This design comes from an exercise in tuning for a short achievable clock period and few clock cycles on the open sky130 flow, not from production work.
No functional check of the RTL was part of any run shown here.
Power figures rest on the tool's default switching activity, not on a simulated workload.

==> flow/design.v <==
module ssq_symdec (
    input  wire        clk,
    input  wire        rst,
    input  wire        in_valid,
    output wire        in_ready,
    input  wire [7:0]  in_data,
    input  wire        in_last,
    output reg         out_valid,
    input  wire        out_ready,
    output reg  [7:0]  out_data,
    output reg         out_last,
    output reg  [1:0]  out_err,
    output reg  [15:0] out_err_pos,
    output reg  [7:0]  out_err_val,
    output reg  [2:0]  out_pad
);
    localparam ERR_NONE = 2'd0;
    localparam ERR_SDEC = 2'd1;
    localparam ERR_CDEC = 2'd2;
    localparam EV_NONE  = 2'd0;
    localparam EV_SDEC  = 2'd1;   
    localparam EV_CEND  = 2'd2;   
    localparam EV_CNEXT = 2'd3;   
    localparam DEPTH = 12;        
    localparam IW    = 13;        
    localparam RW    = 26;        
    reg        in_ready_r;
    reg        c_v;
    reg [7:0]  c_data;
    reg        c_last;
    assign in_ready = in_ready_r;
    always @(posedge clk) begin
        c_v    <= in_valid && in_ready_r && !rst;
        c_data <= in_data;
        c_last <= in_last;
    end
    reg        chr_ok;
    reg [4:0]  chr_bits;
    reg [2:0]  chr_len;
    always @(*) begin
        chr_ok   = 1'b1;
        chr_bits = 5'b00000;
        chr_len  = 3'd0;
        case (c_data)
            8'h2A: begin chr_bits = 5'b10000; chr_len = 3'd1; end  
            8'h25: begin chr_bits = 5'b11000; chr_len = 3'd2; end  
            8'h24: begin chr_bits = 5'b11100; chr_len = 3'd3; end  
            8'h23: begin chr_bits = 5'b11110; chr_len = 3'd4; end  
            8'h21: begin chr_bits = 5'b11111; chr_len = 3'd5; end  
            8'h26: begin chr_bits = 5'b10100; chr_len = 3'd3; end  
            default: chr_ok = 1'b0;
        endcase
    end
    wire [44:0] wn;
    wire [4:0]  pf_full;    
    wire [4:0]  pf_bad;     
    wire [4:0]  pf_bad2;    
    wire [24:0] pf_nph;     
    genvar gp;
    generate
        for (gp = 0; gp < 5; gp = gp + 1) begin : g_pre
            wire [3:0] tot = gp + chr_len;
            assign wn[9*gp+8:9*gp] = {chr_bits, 4'b0000} >> gp;
            assign pf_full[gp] = (tot >= 4'd5);
            assign pf_bad[gp]  = pf_full[gp] && !wn[9*gp+4];
            assign pf_bad2[gp] = pf_full[gp] && wn[9*gp+4] && (tot >= 4'd6) && !wn[9*gp+3];
            assign pf_nph[5*gp+4:5*gp] = 5'b00001 << (pf_full[gp] ? tot - 4'd5 : tot);
        end
    endgenerate
    reg        d_v;
    reg        d_ok;
    reg        d_last;
    reg [7:0]  d_char;
    reg [15:0] d_idx;
    reg [15:0] chr_idx;     
    reg [44:0] d_wn;
    reg [4:0]  d_full;
    reg [4:0]  d_bad;
    reg [4:0]  d_bad2;
    reg [24:0] d_nph;
    always @(posedge clk) begin
        d_wn   <= wn;
        d_nph  <= pf_nph;
        d_full <= pf_full;
        d_bad  <= pf_bad;
        d_bad2 <= pf_bad2;
        d_ok   <= chr_ok;
        d_last <= c_last;
        d_char <= c_data;
        d_idx  <= chr_idx;
        if (rst) begin
            d_v     <= 1'b0;
            chr_idx <= 16'd0;
        end else begin
            d_v <= c_v;
            if (c_v)
                chr_idx <= c_last ? 16'd0 : chr_idx + 16'd1;
        end
    end
    reg [4:0]  ph;          
    reg [3:0]  pend;        
    reg        stop;        
    wire [8:0] s_wn  = (d_wn[8:0]   & {9{ph[0]}}) | (d_wn[17:9]  & {9{ph[1]}}) |
                       (d_wn[26:18] & {9{ph[2]}}) | (d_wn[35:27] & {9{ph[3]}}) |
                       (d_wn[44:36] & {9{ph[4]}});
    wire [4:0] s_nph = (d_nph[4:0]   & {5{ph[0]}}) | (d_nph[9:5]   & {5{ph[1]}}) |
                       (d_nph[14:10] & {5{ph[2]}}) | (d_nph[19:15] & {5{ph[3]}}) |
                       (d_nph[24:20] & {5{ph[4]}});
    wire       full = |(d_full & ph);
    wire       bad  = |(d_bad  & ph);
    wire       bad2 = |(d_bad2 & ph);
    wire [8:0] win    = {pend, 5'b00000} | s_wn;
    wire [3:0] pend_n = full ? win[3:0] : win[8:5];
    reg        o_v;
    reg        o_end;
    reg        o_blk_v;     
    reg [4:0]  o_blk;
    reg        o_rem_v;     
    reg [4:0]  o_rem_n;     
    reg [3:0]  o_rem;       
    reg [1:0]  o_ev;
    reg [15:0] o_idx;
    reg [7:0]  o_char;
    always @(posedge clk) begin
        o_end   <= d_last;
        o_blk   <= bad ? {1'b0, win[8:5]} : win[8:4];
        o_idx   <= d_idx;
        o_char  <= d_char;
        if (d_ok) begin
            o_rem_n <= s_nph;
            o_rem   <= pend_n;
        end else begin
            o_rem_n <= ph;
            o_rem   <= pend;
        end
        if (rst) begin
            ph      <= 5'b00001;
            pend    <= 4'd0;
            stop    <= 1'b0;
            o_v     <= 1'b0;
            o_blk_v <= 1'b0;
            o_rem_v <= 1'b0;
            o_ev    <= EV_NONE;
        end else begin
            o_v     <= d_v;
            o_blk_v <= 1'b0;
            o_rem_v <= 1'b0;
            o_ev    <= EV_NONE;
            if (d_v && !stop) begin
                if (!d_ok) begin
                    o_rem_v <= !ph[0];
                    o_ev    <= EV_SDEC;
                    stop    <= 1'b1;
                end else begin
                    o_blk_v <= full;
                    if (bad) begin
                        o_ev <= EV_CEND;
                        stop <= 1'b1;
                    end else if (bad2) begin
                        o_ev <= EV_CNEXT;
                        stop <= 1'b1;
                    end else begin
                        ph      <= s_nph;
                        pend    <= pend_n;
                        o_rem_v <= d_last && !s_nph[0];
                    end
                end
            end
            if (d_v && d_last) begin
                ph   <= 5'b00001;
                pend <= 4'd0;
                stop <= 1'b0;
            end
        end
    end
    reg [15:0] bcnt;        
    reg [1:0]  e_ev;        
    reg [15:0] e_raw;       
    reg [7:0]  e_val;
    reg [4:0] rem_chunk;
    always @(*) begin
        case (1'b1)
            o_rem_n[1]: rem_chunk = {4'b0000, o_rem[3]};
            o_rem_n[2]: rem_chunk = {3'b000, o_rem[3:2]};
            o_rem_n[3]: rem_chunk = {2'b00, o_rem[3:1]};
            default:    rem_chunk = {1'b0, o_rem};
        endcase
    end
    wire [1:0]  ev_ev  = (o_ev != EV_NONE) ? o_ev : e_ev;
    wire [15:0] ev_raw = (o_ev == EV_SDEC) ? o_idx : (o_ev != EV_NONE) ? bcnt : e_raw;
    wire [7:0]  ev_val = (o_ev == EV_SDEC) ? o_char : (o_ev != EV_NONE) ? 8'h20 : e_val;
    reg          q_v;
    reg [IW-1:0] q_item;
    reg          q_rec_v;
    reg [1:0]    q_ev;
    reg [15:0]   q_raw;
    reg [7:0]    q_val;
    always @(posedge clk) begin
        q_item[12:11] <= {1'b0, o_blk_v} + {1'b0, o_rem_v};
        q_item[10:1]  <= o_blk_v ? (o_rem_v ? {o_blk, rem_chunk} : {o_blk, 5'b00000})
                                 : (o_rem_v ? {rem_chunk, 5'b00000} : 10'd0);
        q_item[0]     <= o_end;
        q_ev          <= ev_ev;
        q_raw         <= ev_raw;
        q_val         <= ev_val;
        if (rst) begin
            q_v     <= 1'b0;
            q_rec_v <= 1'b0;
            bcnt    <= 16'd0;
            e_ev    <= EV_NONE;
            e_raw   <= 16'd0;
            e_val   <= 8'd0;
        end else begin
            q_v     <= o_v && (o_blk_v || o_rem_v || o_end);
            q_rec_v <= o_v && o_end;
            if (o_v) begin
                if (o_end) begin
                    bcnt  <= 16'd0;
                    e_ev  <= EV_NONE;
                    e_raw <= 16'd0;
                    e_val <= 8'd0;
                end else begin
                    if (o_blk_v)
                        bcnt <= bcnt + 16'd1;
                    e_ev  <= ev_ev;
                    e_raw <= ev_raw;
                    e_val <= ev_val;
                end
            end
        end
    end
    reg          q2_v;
    reg [IW-1:0] q2_item;
    reg          q2_rec_v;
    reg [RW-1:0] q2_rec;
    wire [15:0] b5 = {q_raw[13:0], 2'b00} + q_raw;
    always @(posedge clk) begin
        q2_item <= q_item;
        case (q_ev)
            EV_SDEC:  q2_rec <= {ERR_SDEC, q_raw, q_val};
            EV_CEND:  q2_rec <= {ERR_CDEC, b5 + 16'd4, q_val};
            EV_CNEXT: q2_rec <= {ERR_CDEC, b5 + 16'd5, q_val};
            default:  q2_rec <= {ERR_NONE, 16'd0, 8'd0};
        endcase
        if (rst) begin
            q2_v     <= 1'b0;
            q2_rec_v <= 1'b0;
        end else begin
            q2_v     <= q_v;
            q2_rec_v <= q_rec_v;
        end
    end
    reg [IW-1:0]    fq [0:DEPTH-1];
    reg [DEPTH-1:0] fv;     
    wire            pop;
    integer i;
    always @(posedge clk) begin
        for (i = 0; i < DEPTH; i = i + 1) begin
            if (pop) begin
                if (q2_v && fv[i] && (i == DEPTH-1 || !fv[(i < DEPTH-1) ? i+1 : i]))
                    fq[i] <= q2_item;
                else if (i < DEPTH-1)
                    fq[i] <= fq[(i < DEPTH-1) ? i+1 : i];
            end else begin
                if (q2_v && !fv[i] && (i == 0 || fv[(i > 0) ? i-1 : 0]))
                    fq[i] <= q2_item;
            end
        end
        if (rst) begin
            fv <= {DEPTH{1'b0}};
        end else begin
            case ({q2_v, pop})
                2'b10: fv <= {fv[DEPTH-2:0], 1'b1};
                2'b01: fv <= {1'b0, fv[DEPTH-1:1]};
                default: fv <= fv;
            endcase
        end
    end
    always @(posedge clk) begin
        if (rst)
            in_ready_r <= 1'b1;
        else
            in_ready_r <= !fv[DEPTH-7];
    end
    reg [RW-1:0] rq [0:15];
    reg [3:0]    rq_wp;
    reg [3:0]    rq_rp;
    reg [3:0]    rq_rp1;    
    reg [RW-1:0] r_head;    
    wire         emit_end;
    always @(posedge clk) begin
        if (q2_rec_v)
            rq[rq_wp] <= q2_rec;
        r_head <= emit_end ? rq[rq_rp1] : rq[rq_rp];
        if (rst) begin
            rq_wp <= 4'd0;
            rq_rp <= 4'd0;
            rq_rp1 <= 4'd1;
        end else begin
            if (q2_rec_v)
                rq_wp <= rq_wp + 4'd1;
            if (emit_end) begin
                rq_rp  <= rq_rp1;
                rq_rp1 <= rq_rp1 + 4'd1;
            end
        end
    end
    wire [IW-1:0] h = fq[0];
    wire [1:0]  h_n    = h[12:11];
    wire [9:0]  h_bits = h[10:1];
    wire        h_end  = h[0];
    reg [16:0] acc;         
    reg [4:0]  cnt;         
    reg        end_pend;    
    reg [2:0]  p_pad;
    reg        skid_v;
    wire       can_push = !skid_v;
    wire big        = cnt[4] || cnt[3];
    wire emit_data  = can_push && big;
    wire emit_flush = can_push && !big && end_pend && (cnt[2:0] != 3'd0);
    assign emit_end = can_push && !big && end_pend && (cnt[2:0] == 3'd0);
    wire emit       = emit_data || emit_flush || emit_end;
    wire        end_a = end_pend && !emit_end;
    assign pop = fv[0] && !end_a && (emit_data ? !cnt[4] : !big);
    wire [4:0]  cnt_a = emit_data ? cnt - 5'd8
                                  : (emit_flush ? 5'd0 : cnt);
    wire [16:0] acc_a = emit_data ? {acc[8:0], 8'd0} : (emit_flush ? 17'd0 : acc);
    wire [16:0] ins   = {h_bits, 7'd0} >> cnt[2:0];
    wire [4:0]  nbit  = h_n[1] ? 5'd10 : (h_n[0] ? 5'd5 : 5'd0);
    wire        b_last = emit_end;
    wire [7:0]  b_data = emit_end ? 8'd0 : acc[16:9];
    wire [1:0]  b_err  = emit_end ? r_head[25:24] : 2'd0;
    wire [15:0] b_pos  = emit_end ? r_head[23:8]  : 16'd0;
    wire [7:0]  b_val  = emit_end ? r_head[7:0]   : 8'd0;
    wire [2:0]  b_pad  = emit_end ? p_pad : 3'd0;
    always @(posedge clk) begin
        if (rst) begin
            acc      <= 17'd0;
            cnt      <= 5'd0;
            end_pend <= 1'b0;
            p_pad    <= 3'd0;
        end else begin
            acc      <= acc_a | (pop ? ins : 17'd0);
            cnt      <= cnt_a + (pop ? nbit : 5'd0);
            end_pend <= end_a || (pop && h_end);
            if (emit_flush)
                p_pad <= 3'd0 - cnt[2:0];
            else if (emit_end)
                p_pad <= 3'd0;
        end
    end
    reg        s_last;
    reg [7:0]  s_data;
    reg [1:0]  s_err;
    reg [15:0] s_pos;
    reg [7:0]  s_val;
    reg [2:0]  s_pad;
    wire out_free = !out_valid || out_ready;
    always @(posedge clk) begin
        if (rst) begin
            out_valid <= 1'b0;
            skid_v    <= 1'b0;
        end else begin
            if (out_free) begin
                out_valid <= skid_v || emit;
                skid_v    <= 1'b0;
            end else if (emit) begin
                skid_v    <= 1'b1;
            end
        end
        if (out_free) begin
            if (skid_v) begin
                out_last    <= s_last;
                out_data    <= s_data;
                out_err     <= s_err;
                out_err_pos <= s_pos;
                out_err_val <= s_val;
                out_pad     <= s_pad;
            end else begin
                out_last    <= b_last;
                out_data    <= b_data;
                out_err     <= b_err;
                out_err_pos <= b_pos;
                out_err_val <= b_val;
                out_pad     <= b_pad;
            end
        end
        if (!skid_v) begin
            s_last <= b_last;
            s_data <= b_data;
            s_err  <= b_err;
            s_pos  <= b_pos;
            s_val  <= b_val;
            s_pad  <= b_pad;
        end
    end
endmodule
==> flow/run.sh <==
#!/bin/bash
# synth_recipe.tcl (not shown) runs the flow's synth.tcl, then flattens the netlist and writes it again
# the make line also repeats each setting of config.mk as NAME=value (left out here)
make -C /OpenROAD-flow-scripts/flow DESIGN_CONFIG=/design/flow/config.mk WORK_HOME=/design/flow/orfs CLKGATE_MAP_FILE= SYNTH_SCRIPT=/design/flow/synth_recipe.tcl finish
==> flow/config.mk <==
export PLATFORM = sky130hd
export DESIGN_NAME = ssq_symdec
export DESIGN_NICKNAME = ssq_symdec
export VERILOG_FILES = /design/flow/design.v
export SDC_FILE = /design/flow/constraint.sdc
export NUM_CORES = 4
export LEC_CHECK = 0
export CAP_MARGIN = 20
export CORE_MARGIN = 2
export CORE_UTILIZATION = 40
export SETUP_SLACK_MARGIN = 2.8
export SLEW_MARGIN = 20
==> flow/constraint.sdc <==
create_clock -name core_clock -period 5.0 [get_ports {clk}]
set_input_delay 1.0000 -clock core_clock [delete_from_list [all_inputs] [get_ports {clk}]]
set_output_delay 1.0000 -clock core_clock [all_outputs]
set_load 0.01 [all_outputs]
==> flow_metrics.py, run 1 <==
metrics = {
    "route": {
        "via_per_inst": 5.524,
        "top_layer": "met4",
        "routed-wl-met2_um": 49940,
        "drt.antenna.violating_nets": 0,
        "routedWlPerCell_um": 22.51,
        "drt_wl_total_um": 97880,
        "wl_met1_um": 40130,
        "vias": 24020,
        "drt_iter0_drc": 1886,
        "drc": 0,
        "drt_pre_antenna_iters": 8,
        "wl_met3_um": 5475,
    },
    "power_and_ir_drop": {
        "p_per_area_nw_per_um2": 377.2,
        "vdd_drop_max_mv": 0.2660,
        "p_leak_uw": 0.01714,
    },
    "global_routing": {
        "antenna_found_initial": 1,
        "grt_pass1_vias": 24620,
        "grtUsageTotal_pct": 18.25,
        "grt_max_degree": 67,
        "grt_pass1_wl_um": 146800,
        "grt_overflow": 0,
    },
    "floorplan": {
        "die-area_um2": 104700,
        "initial_core_util_pct": 40.25,
        "placeableCoreArea_um2": 101400,
        "dieWidth_um": 323.5,
        "die_y_um": 323.5,
        "rows": 117,
        "pin_count": 53,
    },
    "synth": {
        "ys_ff_latch": 994,
        "async_flop_share_pct": 0,
        "synth_top_area_cell": "edfxtp_1",
        "synth.lib_cells_used.distinct": 84,
        "syn_inst": 2699,
        "syn_area_um2": 40840,
        "synth-edff-count": 598,
        "syn_area_per_cell_um2": 15.13,
        "yosysTopAreaCellShare_pct": 43.97,
        "synth_flop_cell": "edfxtp_1",
        "yosys_warnings": 2,
        "synthTopCellsByArea": "edfxtp_1, dfxtp_1, mux4_2",
        "yosysSeqAreaShare_pct": 63.39,
    },
    "place": {
        "portBuffers": 52,
        "gp_congestion": 0.8437,
        "dpl.hpwl_um": 54860,
        "post-place-ws_ns": 1.512,
    },
    "min_path": {
        "holdPathStages": 0,
        "hold_path_class": "reg2reg",
    },
    "sta": {
        "setup_viol": 0,
        "finalSetupTns_ns": 0,
        "rsz0062_at_grt": "yes",
        "relSlewSlack_pct": 36.09,
        "finalHoldViolations": 0,
        "min_period_over_period_pct": 54.03,
        "min_period_ns": 2.702,
        "skew_ns": 0.02782,
        "worst_pin_slew_ns": 0.9576,
        "fmax_ghz": 0.3702,
        "report.final.slew_viol_count": 0,
        "timing.final.ws_setup_ns": 2.298,
    },
    "worst_setup_path": {
        "cp-end-kind": "register",
        "worstRegToRegCells": 8,
        "crit_path_start_kind": "register",
        "cp_max_fo": 5,
        "slowest_stage": "or4_1",
        "worstPathBufferInverterCount": 0,
        "worstSetupPathType": "reg2reg",
        "cpPeakStageDelay_ns": 0.52,
        "cp.required_ns": 5.56,
        "arrival_ns": 3.26,
        "critical_path.top_delay_family": "compound AO/OA/AOI/OAI gates",
        "cp_num_cells": 8,
        "cp_cell_sequence": "ha_4 > a211o_4 > a211o_4 > a21oi_4 > xnor2_2 > nand2_2 > or4_1 > a32o_1",
        "crit_path_frequent_cell": "a211o_4",
        "regToRegSetupSlack_ns": 2.30,
    },
    "clocking": {
        "cts_hold_buf": 0,
        "cts_max_path_buffers": 3,
        "cts-root-buf": "clkbuf_16",
        "cts_made_buffers": 103,
        "clk_pin_slew_ns": 0.06,
        "cts_tree": "done",
        "h-tree-depth": 3,
        "clock-sinks": 994,
        "worstSkewPairLatency_ns": 0.69,
    },
    "cells_and_area": {
        "diodes": 0,
        "final_nets": 2952,
        "drive_gt1_share_pct": 34.73,
        "syn_to_final_growth_pct": 21.29,
    },
    "run_status": {
        "outcome": "timing/DRC/antenna clean",
    },
    "run": {
        "drv_cap": 0,
    },
}
-- state kept, by name (all words and copies together) (netlist names), 17 cells and up, named ones only --
| signal | flops |
|---|---|
| rq | 416 |
| fq | 144 |
| q2_rec | 26 |
| r_head | 26 |
| d_nph | 25 |
| acc | 17 |
-- Yosys cell counts (4+ instances only) --
cell,n
nand2b_1,7
inv_1,40
nor2b_1,26
xnor2_1,23
a22oi_1,35
nand3b_1,11
or3_1,7
mux2i_1,52
edfxtp_1,598
a31oi_1,12
and2_1,24
mux2_1,6
nor3_1,19
clkbuf_1,115
dfxtp_1,396
o21a_1,4
nand3_1,19
buf_2,25
xor2_1,33
a211o_1,4
a222oi_1,19
a21o_1,14
buf_1,18
o211ai_1,5
a221oi_1,4
mux4_2,260
mux2_2,137
o21ai_0,72
a32o_1,4
buf_4,7
nand4_1,11
a32oi_1,5
ha_1,48
a211oi_1,7
nor2_1,207
a21oi_1,69
a22o_1,33
and3_1,18
nand2_1,236
nor3b_1,10
-- per-stage QoR --
step	total power [uW]	utilization, %	instances	hold WS [ns]	instance area (um^2)
2_1_floorplan	10220	-	2700	0.3096	41460
3_5_place_dp	10600	42.57	3995	0.3121	43190
5_1_grt	19310	48.82	4348	0.3150	49530
3_3_place_gp	10560	42.57	3995	0.3128	43190
4_1_cts	18680	47.59	4292	0.3228	48280
6_report	18680	48.82	4348	0.3173	49530
-- where the power goes --
| part | switching [uW] | internal, uW | total, uW |
|---|---|---|---|
| sequential | 127 | 8960 | 9090 |
| combinational | 864 | 811 | 1680 |
| clock | 3240 | 4680 | 7920 |
| total | 4230 | 14500 | 18700 |
-- placed cells by master, fill, tap and decap left out, types with 14 or more instances in the layout --
master	count
and3_1	16
xor2_1	30
buf_6	41
a22o_1	33
dfxtp_2	16
nand2_1	202
a222oi_1	19
ha_1	22
mux2_2	119
dfxtp_1	367
nand2_4	16
nor2b_1	25
edfxtp_1	598
and2_1	16
a21o_1	14
nand2_8	15
clkinv_2	22
mux2i_1	51
xnor2_1	20
buf_4	98
a22oi_1	34
inv_1	29
clkbuf_16	113
buf_2	43
o21ai_0	59
nand3_1	18
mux4_2	260
ha_4	21
mux2_4	24
a21oi_1	58
nor2_1	186
buf_12	21
clkbuf_1	16
-- path summary, 6_finish.rpt --
check | startpoint | to
hold reg to reg | d_idx[15] | o_idx[15]
setup / recovery | q_raw[3] | q2_rec[20]
hold / removal | d_idx[15] | o_idx[15]
setup reg to reg | q_raw[3] | q2_rec[20]
-- per-layer routing --
metal  vias up  track usage [%]
met3       165            2.922
met1     12360            23.56
met4         0            5.581
li1      10750                -
met5         -                0
met2       743            31.57
-- what timing repair did --
action                                  in CTS  in global routing
pin swaps                                   73                 60
endpoints found under the setup margin     636                386
gates cloned                                 8                 10
gates resized for setup                    349                152
buffers inserted                            93                 46
-- cell families (layout without fill, tap and decap cells) --
| group | count (synthesis) | after routing | synth area share, % |
|---|---|---|---|
| other cells | 1 | 2 | 0.009183 |
| fa+ha+maj | 50 | 50 | 1.569 |
| compound gates | 318 | 320 | 5.390 |
| buf+inv | 209 | 479 | 2.068 |
| simple gates | 615 | 623 | 6.778 |
| xor+xnor | 57 | 57 | 1.241 |
| mux | 455 | 455 | 19.56 |
| flops | 994 | 994 | 63.39 |
-- final cells by class --
type,count,area [um^2]
Clock buffer,137,2947
Fill cell,8348,51920
Tap cell,1368,1712
Timing Repair inverter,1,16.27
Clock inverter,59,615.6
Inverter,43,225.2
Multi-Input combinational cell,1507,15590
Sequential cell,994,25950
Timing Repair Buffer,239,2471
==> run 2, diff against run 1 <==
--- a/flow/config.mk
+++ b/flow/config.mk
@@ -8,5 +8,5 @@
 export CAP_MARGIN = 20
 export CORE_MARGIN = 2
 export CORE_UTILIZATION = 40
-export SETUP_SLACK_MARGIN = 2.8
+export SETUP_SLACK_MARGIN = 3.2
 export SLEW_MARGIN = 20
==> run 2 against run 1 <==
Cell count grew 3.1%. Maximum frequency shrank 0.57%. Clock power shrank 4.9%. Critical path type unchanged. Still clean on timing, DRC and antenna. Total power grew 1.3%. Cell area grew 6.7%. Critical endpoint unchanged. Routed wire length grew 9.9%.
==> flow_metrics.py, run 2 <==
metrics = {
    "synth": {
        "ys_ff_latch": 994,
        "synth_flop_cell": "edfxtp_1",
        "synth.lib_cells_used.distinct": 84,
        "synthTopCellsByArea": "edfxtp_1, dfxtp_1, mux4_2",
        "yosys_warnings": 2,
        "syn_area_per_cell_um2": 15.13,
        "yosysTopAreaCellShare_pct": 43.97,
        "async_flop_share_pct": 0,
        "syn_inst": 2699,
        "yosysSeqAreaShare_pct": 63.39,
        "syn_area_um2": 40840,
        "synth.most_common_cell": "edfxtp_1",
        "synth_top_area_cell": "edfxtp_1",
        "synth-edff-count": 598,
        "synth_common_cells": "edfxtp_1, dfxtp_1, mux4_2, nand2_1, nor2_1",
    },
    "worst_setup_path": {
        "cp_max_fo": 5,
        "cp.required_ns": 5.55,
        "worstSetupPathType": "reg2reg",
        "worstRegToRegCells": 8,
        "crit_path_start_kind": "register",
        "regToRegSetupSlack_ns": 2.28,
        "reg2reg_to": "q2_rec[20]",
        "arrival_ns": 3.27,
        "r2r_start": "q_raw[3]",
        "cp-end-kind": "register",
    },
    "cells_and_area": {
        "stdcell_area_um2": 52860,
        "top_regs": "rq (416), fq (144)",
        "syn_to_final_growth_pct": 29.45,
        "utilization_pct": 52.11,
        "final_common_cell": "edfxtp_1",
        "drive_gt1_share_pct": 40.44,
        "top_register": "rq",
        "final_cell_mix": "edfxtp_1, dfxtp_1, mux4_2",
        "largest_reg_flops": 416,
        "final_nets": 3087,
    },
    "clocking": {
        "cts_hold_buf": 0,
        "clock-sinks": 994,
        "cts_tree": "done",
        "worstSkewPairLatency_ns": 0.68,
        "cts-root-buf": "clkbuf_16",
        "cts_max_path_buffers": 3,
        "h-tree-depth": 3,
        "cts_made_buffers": 103,
        "clk_pin_slew_ns": 0.06,
    },
    "sta": {
        "min_period_over_period_pct": 54.34,
        "relSlewSlack_pct": 38.30,
        "finalHoldViolations": 0,
        "report.final.slew_viol_count": 0,
        "rsz0062_at_grt": "yes",
        "skew_ns": 0.03139,
        "worst_pin_slew_ns": 0.9228,
        "setup_viol": 0,
        "min_period_ns": 2.717,
        "fmax_ghz": 0.3680,
        "finalSetupTns_ns": 0,
        "timing.final.ws_setup_ns": 2.283,
    },
    "route": {
        "routedWlPerCell_um": 24.02,
        "vias": 25050,
        "drt_wl_total_um": 107600,
        "drt.antenna.violating_nets": 0,
        "drc": 0,
        "drt_pre_antenna_iters": 6,
        "drt_iter0_drc": 2294,
        "via_per_inst": 5.589,
    },
    "min_path": {
        "hold_start": "q_item[3]",
        "holdPathStages": 0,
        "hold_path_class": "reg2reg",
        "hold_end": "q2_item[3]",
    },
    "place": {
        "placed_area_um2": 43280,
        "portBuffers": 52,
        "gp_congestion": 0.7931,
        "post-place-ws_ns": 1.452,
        "dpl.hpwl_um": 52560,
    },
    "power_and_ir_drop": {
        "p_leak_uw": 0.01874,
        "design_power_total_uw": 18930,
        "vdd_drop_max_mv": 0.2780,
        "p_per_area_nw_per_um2": 358.1,
    },
    "run": {
        "drv_cap": 0,
    },
    "global_routing": {
        "grt_max_degree": 54,
        "grt_overflow": 0,
        "grt_pass1_vias": 25350,
        "antenna_found_initial": 4,
        "grtUsageTotal_pct": 20.14,
        "grt_pass1_wl_um": 157600,
    },
    "run_status": {
        "outcome": "timing/DRC/antenna clean",
    },
    "floorplan": {
        "rows": 117,
        "pin_count": 53,
        "die_y_um": 323.5,
        "die-area_um2": 104700,
        "placeableCoreArea_um2": 101400,
        "initial_core_util_pct": 40.25,
        "dieWidth_um": 323.5,
    },
}
## run 2: area by class of cell
class,count,area (um^2)
fill,7976,48590
sequential,994,25980
clock inverter,38,359.1
timing repair inverter,3,30.03
timing repair buffer,355,4661
antenna,2,5.005
clock buffer,154,2965
tap,1368,1712
multi-input combinational,1524,16900
inverter,43,250.2
## run 2: logic make-up (layout without fill, tap and decap cells)
logic type	Yosys count	count (layout)	synth area share, %
AOI/OAI and AO/OA	318	320	5.390
xor gates and xnor gates	57	57	1.241
adders and majority gates	50	50	1.569
buffers and inverters	209	593	2.068
DFF	994	994	63.39
muxes	455	455	19.56
other	1	4	0.009183
and+or+nand+nor	615	640	6.778
## run 2: worst max-delay path: stages, from the launching register on
cell     delay (ns)
dfxtp_4        0.39
ha_4           0.20
a211o_1        0.35
a211o_1        0.36
a21oi_2        0.23
xnor2_2        0.16
nand2_1        0.13
or4_1          0.52
a32o_1         0.26
## run 2: routing by layer
metal / part of all wire (%) / global-route usage (%) / wire length, um / up-vias
met1: 39 / 25.14 / 41620 / 12810
li1: - / - / - / 11090
met4: 3.3 / 8.083 / 3505 / 2
met2: 51 / 34.30 / 54830 / 933
met3: 7.1 / 4.071 / 7648 / 212
met5: 0.012 / 0 / 13 / -
## run 2: worst max-delay path by stage
stage,start,end,slack [ns],depth (start not counted)
detailed placement,cnt[1],fq[10][8],1.45,11
CTS,q_raw[1],q2_rec[20],2.30,8
floorplan,cnt[0],cnt[4],2.21,19
global route,q_raw[2],q2_rec[20],2.18,10
finish,q_raw[3],q2_rec[20],2.28,8
global placement,cnt[1],cnt[4],1.56,15
## run 2: metrics by stage
stage / std cells / hold WS [ns]
final: 4481 / 0.3242
after CTS: 4403 / 0.3264
after floorplan: 2700 / 0.3096
after global routing: 4480 / 0.3298
after detailed placement: 3989 / 0.3121
after global placement: 3989 / 0.3104
## run 2: what timing repair did
action	in CTS	in global routing
resized for setup	587	315
gates cloned	56	9
pin swaps	105	111
buffers inserted	166	67
setup endpoints to repair	884	572
## run 2: power breakdown
part / total (uW) / switching [uW] / internal, uW
Combinational: 2310 / 1090 / 1220
Clock: 7530 / 3170 / 4360
Sequential: 9100 / 133 / 8960

==> separate check: timing with driven ports <==
Ports are ideal in the flow. The routed layouts listed here were re-timed in OpenROAD. Step 1 assumes that a clkbuf_16 drives the clock port and a buf_2 every other input. Step 2 also shifts input and output timing later by t, the mid clock arrival at the registers, as if the neighbouring blocks saw the same clock. a / b / c = no drivers / after step 1 / after step 2; a / b = the first two.
run	t (ns)	setup slack, ns	hold WS [ns]
run 1	0.738	2.298 / 2.298 / 2.298	0.317 / 0.317 / 0.317
run 2	0.736	2.283 / 2.283 / 2.283	0.324 / 0.324 / 0.324
After both steps every run listed still meets setup and hold.
